Context: an optimization exercise on an open-source flow, tuned for small area, a short achievable clock period and few clock cycles. The choices shown serve that exercise and are no tape-out recipe. In this exercise RTL edits were held to simulation tests only and were not proved equivalent to the original. No activity file was given, so power comes from the tool's default toggle rates.

## trial 90
// cfe_rx
module cfe_rx (
    input  wire       clk,
    input  wire       rst,
    input  wire       in_valid,
    input  wire [7:0] in_data,
    output wire       in_ready,
    output wire       out_valid,
    output wire [7:0] out_data,
    output wire       out_last,
    input  wire       clr_ovf,
    output reg        ovf,
    output wire       idle
);
Size: ~1,800 cells after synthesis, ~1,100 flip-flops, ~25 I/O pins, roughly 28,000 sq um of cells after synthesis.
Settings: LEC_CHECK=0, CAP_MARGIN=20, CORE_MARGIN=2, CORE_UTILIZATION=50, CTS_CLUSTER_DIAMETER=70, CTS_CLUSTER_SIZE=30, SETUP_SLACK_MARGIN=5, SLEW_MARGIN=20; clock period 9.0 ns.
standard.sh (not shown) runs the stock make flow with config.mk's settings and CLKGATE_MAP_FILE= SYNTH_SCRIPT=/design/flow/synth_recipe.tcl, a recipe that flattens the netlist after the stock synthesis.
==> flow/flow/run.sh <==
#!/bin/bash
# The standard layout (standard.sh), with port buffers of buf_4 cells and
# timing repair aiming for 6 ns of setup slack instead of 5. All output
# goes to standard.log here; ORFS's own per-step logs are under orfs/logs.
set -e
bash standard.sh SETUP_SLACK_MARGIN=6 \
    "BUFFER_PORTS_ARGS=-buffer_cell sky130_fd_sc_hd__buf_4" finish \
    > standard.log 2>&1
Testbench counts of trial 90, summed over its fixed seeds: cycles 49,783.
For build 62, these inputs were changed with respect to trial 90:
--- a/flow/design.v
+++ b/flow/design.v
@@ -58,46 +58,48 @@
         for (k = 1; k < 128; k = k + 1)
             r[k] <= r[k-1];
     end
     wire [7:0] x      = ib;
     wire       x_st   = x == START;
     wire       x_en   = x == END;
     wire [7:0] acc0x  = acc0 ^ x;
     wire [7:0] a1x    = a1 ^ x;
     wire [7:0] a2x    = a2 ^ x;
     reg [1:0] n_st;
-    reg [7:0] n_A, n_acc0, n_a1, n_a2;
+    reg [7:0] n_A, n_acc0, n_a1, n_a2, n_P;
     reg       n_v1, n_v2, n_unt;
     reg       rep;                     
     reg [1:0] npush;                   
     reg       pwin;                    
     reg       set_ovf;
     reg       l_v1, l_v2, l_unt;
     reg [7:0] l_a1, l_a2;
     wire ovfc = P[6:0] + 7'd1 == A[6:0];   
     wire might_rep = ib_proc && ((st == S_END && unt) ||
                                  (st == S_OPEN && ovfc && (v1 || x_st)));
     always @* begin
         n_st = st; n_A = A; n_acc0 = acc0;
         n_v1 = v1; n_v2 = v2; n_a1 = a1; n_a2 = a2; n_unt = unt;
+        n_P = P;
         rep = 1'b0; npush = 2'd0; pwin = 1'b0; set_ovf = 1'b0;
         l_v1 = v1; l_v2 = v2; l_unt = unt; l_a1 = a1x; l_a2 = a2x;
         if (x_st) begin
             if (!v1) begin
                 l_v1 = 1'b1; l_a1 = x;
             end else if (!v2) begin
                 l_v2 = 1'b1; l_a2 = x;
             end else begin
                 l_unt = 1'b1;
             end
         end
         if (ib_proc) begin
+            n_P = P + 8'd1;
             case (st)
                 S_EMPTY: begin
                     if (x_st) begin
                         n_st = S_OPEN; n_A = P; n_acc0 = x;
                     end
                 end
                 S_OPEN: begin
                     n_acc0 = acc0x;
                     n_v1 = l_v1; n_a1 = l_a1;
                     n_v2 = l_v2; n_a2 = l_a2;
@@ -124,28 +126,25 @@
                         npush = 2'd1 + {1'b0, v1} + {1'b0, v2};
                         pwin = 1'b0;
                         if (x_st) begin
                             n_st = S_OPEN; n_A = P; n_acc0 = x;
                         end
                     end
                 end
             endcase
             if (rep) begin
                 n_st = S_EMPTY; n_v1 = 1'b0; n_v2 = 1'b0; n_unt = 1'b0;
+                n_P = A + 8'd1;
             end
         end
     end
-    wire [7:0] P1    = P + 8'd1;
-    wire [7:0] A1    = A + 8'd1;
-    wire       rp    = ib_proc && rep;
-    wire [7:0] n_P   = ({8{rp}} & A1) | ({8{ib_proc && !rep}} & P1) |
-                       ({8{!ib_proc}} & P);
+    wire [7:0] rep_u = A + 8'd1;
     wire [7:0] F     = (st != S_EMPTY) ? A : P;     
     wire [7:0] y     = r[126];                        
     wire       em_go = oq && (O != F);
     reg        pop;
     reg        n_ov, n_ol;
     reg [1:0]  n_es;
     always @* begin
         pop = 1'b0; n_ov = 1'b0; n_ol = 1'b0; n_es = es;
         if (em_go) begin
             case (es)
Notes after the runs:
Final cell count went up slightly going from trial 90 to build 62.
The global-route usage was comparable across build 62 and trial 90.
In the reports for build 62 and trial 90, the larger area fraction in and, or, nand and nor cells after synthesis belongs to trial 90.
Routed wire in build 62 totals more than in trial 90.
Setup slack: build 62 less than trial 90
Build 62 ends up with a design area that is about 0.6% higher than in trial 90.
Delta (build 62 minus trial 90): period utilization increased 2.4 points; met1 usage in global routing essentially unchanged.
Trial 90 → build 62: total power draw closely matched the old numbers, clock insertion delay at the later pin of the skew report increased by 0.02 ns relative to the old numbers, share of cells above drive strength 1 increased by 1.1 points relative to the old numbers.
Testbench counts of build 62, summed over its fixed seeds: cycles 49,783.

[separate check: timing with driven ports]
The results above use ideal ports. As a check the final layouts listed here were re-extracted and re-timed, cells and wires unchanged.
Step 1 assumes that a clkbuf_16 drives the clock port and a buf_2 every other input.
Step 2 moves the port delays by t, midway between the first and last clock arrival at a register: inputs arrive t later, outputs are due t later. That takes back most of the time a late clock gives input paths.
a / b / c = ideal / step 1 / step 2; a / b = the first two.
run	t, ns	setup slack, ns	hold slack, ns	slew at the worst register clock pin (ns)
trial 90	0.665	6.069 / 6.017 / 5.646	0.304 / 0.304 / 0.304	0.10 / 0.10
build 62	0.685	5.855 / 5.855 / 5.579	0.320 / 0.320 / 0.320	0.11 / 0.11
After both steps every run listed still meets setup and hold. For trial 90, which loses most, drivers alone change the setup slack by -0.052 ns; drivers and shift together by -0.423 ns.
